Background: an optimization exercise with open tools, aiming at small area and a short achievable clock period. Do not read the settings as production practice.
RTL that was checked went through simulation tests only; none was proved equivalent to the original.
Power and IR drop assume default switching activity.

Setup of try-lagoon:
Design zre_mono, start of the top module:
module zre_mono (
    input  wire        clk,
    input  wire        rst,
    input  wire        start,
    input  wire [6:0]  black,
    input  wire        skip,
    input  wire [15:0] width,
    input  wire        pix_valid,
    input  wire [7:0]  pix_r,
    input  wire [7:0]  pix_g,
    input  wire [7:0]  pix_b,
    input  wire [7:0]  pix_a,
    input  wire        pix_last,
    output reg         dark_valid,
    output reg         dark,
    output reg         res_valid,
    output wire        res_err,
    output reg  [15:0] box_x,
    output reg  [15:0] box_y,
    output reg  [15:0] box_w,
    output reg  [15:0] box_h
);
Size: roughly 1400 cells after synthesis, ~200 flip-flops, ~130 I/O pins.
Settings: LEC_CHECK=0, CAP_MARGIN=20, CORE_MARGIN=2, CORE_UTILIZATION=40, PLACE_DENSITY=0.6, SLEW_MARGIN=20, SYNTH_HIERARCHICAL=1, SYNTH_MINIMUM_KEEP_SIZE=0; clock period 13.0 ns.
standard.sh (not shown) runs the stock make flow with config.mk's settings and CLKGATE_MAP_FILE= SYNTH_SCRIPT=/design/flow/synth_recipe.tcl, a recipe that flattens the netlist after the stock synthesis.
==> flow/flow/run.sh <==
#!/bin/bash
# Standard ORFS flow (the standard.sh): synthesis unchanged, then the
# layout with the ports buffered by buf_1 cells and setup repair aimed at a
# slack margin of 9.2 ns. Each step's output goes to its own log file here.
set -e
bash standard.sh synth > synth.log 2>&1
bash standard.sh "BUFFER_PORTS_ARGS=-buffer_cell sky130_fd_sc_hd__buf_1" SETUP_SLACK_MARGIN=9.2  finish > layout.log 2>&1
### try-lagoon -> try-zinc
==> flow/flow/run.sh <==
#!/bin/bash
# Standard ORFS flow (the standard.sh): synthesis unchanged, then the
# layout with the ports buffered by buf_1 cells and setup repair aimed at a
# slack margin of 9.5 ns. Each step's output goes to its own log file here.
set -e
bash standard.sh synth > synth.log 2>&1
bash standard.sh "BUFFER_PORTS_ARGS=-buffer_cell sky130_fd_sc_hd__buf_1" SETUP_SLACK_MARGIN=9.5  finish > layout.log 2>&1
[summary]
- The power of try-zinc is higher than that of try-lagoon.
- try-lagoon -> try-zinc: count of placed standard cells including taps flat
- The final reports for try-zinc and try-lagoon show wire length higher in the former.
- In try-zinc the fmax turned out 8.7 MHz higher than in try-lagoon.

---

zre_mono, a different RTL version from the one above (not shown whole).
Size in the first run: ~1500 cells after synthesis, about 190 flip-flops, about 130 I/O pins.
==> flow/config.mk <==
export PLATFORM = sky130hd
export DESIGN_NAME = zre_mono
export DESIGN_NICKNAME = zre_mono
export VERILOG_FILES = /design/flow/design.v
export SDC_FILE = /design/flow/constraint.sdc
export NUM_CORES = 4
export LEC_CHECK = 0
export CAP_MARGIN = 20
export CORE_MARGIN = 2
export CORE_UTILIZATION = 40
export PLACE_DENSITY = 0.6
export SLEW_MARGIN = 20
export SYNTH_HIERARCHICAL = 1
export SYNTH_MINIMUM_KEEP_SIZE = 0
==> flow/constraint.sdc <==
create_clock -name core_clock -period 13.0 [get_ports {clk}]
set_input_delay 2.6000 -clock core_clock [delete_from_list [all_inputs] [get_ports {clk}]]
set_output_delay 2.6000 -clock core_clock [all_outputs]
set_load 0.01 [all_outputs]
==> flow/flow/run.sh <==
#!/bin/bash
# Standard ORFS flow (the standard.sh): synthesis unchanged, then the
# layout with the ports buffered by buf_1 cells and setup repair aimed at a
# slack margin of 0 ns. Each step's output goes to its own log file here.
set -e
bash standard.sh synth > synth.log 2>&1
bash standard.sh "BUFFER_PORTS_ARGS=-buffer_cell sky130_fd_sc_hd__buf_1" SETUP_SLACK_MARGIN=0  finish > layout.log 2>&1
==> next run, changes <==
==> flow/flow/run.sh (replaced) <==
#!/bin/bash
# Standard ORFS flow (the standard.sh): synthesis unchanged, then the
# layout with the ports buffered by buf_1 cells and setup repair aimed at a
# slack margin of 9.0 ns. Each step's output goes to its own log file here.
set -e
bash standard.sh synth > synth.log 2>&1
bash standard.sh "BUFFER_PORTS_ARGS=-buffer_cell sky130_fd_sc_hd__buf_1" SETUP_SLACK_MARGIN=9.0  finish > layout.log 2>&1
Result:
- synthesized cell count does not change
- global-route usage increases by 0.14 points
- cell area increases by 1.9%
- die area is unchanged
- worst setup slack improved by 480 ps
- cell count increases by 0.70%
- core utilization increases by 0.86 points

---

zre_mono, a different RTL version from the one above (not shown whole).
Size in the first run: ~1300 cells after synthesis, about 190 flip-flops, about 130 I/O pins, roughly 14000 µm² of cells after synthesis.
Settings: LEC_CHECK=0, CAP_MARGIN=20, CORE_MARGIN=2, CORE_UTILIZATION=40, PLACE_DENSITY=0.6, SLEW_MARGIN=20, SYNTH_HIERARCHICAL=1, SYNTH_MINIMUM_KEEP_SIZE=0; clock period 13.0 ns.
==> flow/flow/run.sh <==
#!/bin/bash
# Standard ORFS flow; ports buffered with buf_1 and setup repair aimed at a
# slack margin of 0 ns. Each step's output goes to its own log file here.
set -e
bash standard.sh synth > synth.log 2>&1
bash standard.sh "BUFFER_PORTS_ARGS=-buffer_cell sky130_fd_sc_hd__buf_1" SETUP_SLACK_MARGIN=0 finish > layout.log 2>&1
The baseline passed the timing, DRC and antenna checks.
==> next run, changes <==
==> flow/flow/run.sh (replaced) <==
#!/bin/bash
# Standard ORFS flow; ports buffered with buf_1 and setup repair aimed at a
# slack margin of 9.3 ns. Each step's output goes to its own log file here.
set -e
bash standard.sh synth > synth.log 2>&1
bash standard.sh "BUFFER_PORTS_ARGS=-buffer_cell sky130_fd_sc_hd__buf_1" SETUP_SLACK_MARGIN=9.3 finish > layout.log 2>&1
Outcome:
- global-route usage increases by 1.2 points
- worst setup slack gets better by 660 ps
- design area increases by a few percent
- critical path depth stays the same
- area after synthesis is unchanged
- hold slack stays flat
- utilization increases by 2.7 points
- combinational power increases by roughly a tenth
- clock skew is about the same
- synthesized cell count stays the same
- die area stays the same
No run of this note included a check of the RTL's function; only the layout flow was run.

## separate check: timing with driven ports
How much do the figures lean on ideal ports? The routed layouts below were timed once more, with nothing changed but the port constraints. Step 1 sets driving cells, clkbuf_16 on the clock port and buf_2 on the other inputs (assumed; they add their load-dependent delay and slew). Step 2 adds t to the input delays and takes it off the output delays; t is the mean of the earliest and latest rising clock arrival at the registers after step 1. Input paths then give back, and output paths get back, about the clock's delay inside the block. Three values: no drivers, after step 1, after step 2; two values: the first two.
| run | shift t [ns] | slack for setup (ns) | latest minus earliest clock arrival (ns) | worst register clock-pin slew, ns | cell pins on the clock port's net |
|---|---|---|---|---|---|
| try-lagoon | 0.489 | 9.248 / 9.195 / 9.364 | 0.021 / 0.021 | 0.09 / 0.09 | 1 |
| try-zinc | 0.492 | 9.366 / 9.315 / 9.432 | 0.017 / 0.017 | 0.08 / 0.08 | 1 |
| the first run of note 2 | 0.493 | 8.596 / 8.596 / 8.284 | 0.010 / 0.011 | 0.08 / 0.08 | 1 |
| the second run of note 2 | 0.494 | 9.079 / 9.078 / 8.696 | 0.013 / 0.013 | 0.08 / 0.08 | 1 |
| the first run of note 3 | 0.499 | 8.079 / 8.079 / 8.079 | 0.017 / 0.017 | 0.08 / 0.08 | 1 |
| the second run of note 3 | 0.497 | 8.742 / 8.742 / 8.742 | 0.013 / 0.014 | 0.08 / 0.08 | 1 |
After both steps setup and hold are still met in every run listed. The setup slack of the second run of note 2, which loses most, moves by -0.001 ns with the drivers and by -0.383 ns with both steps.
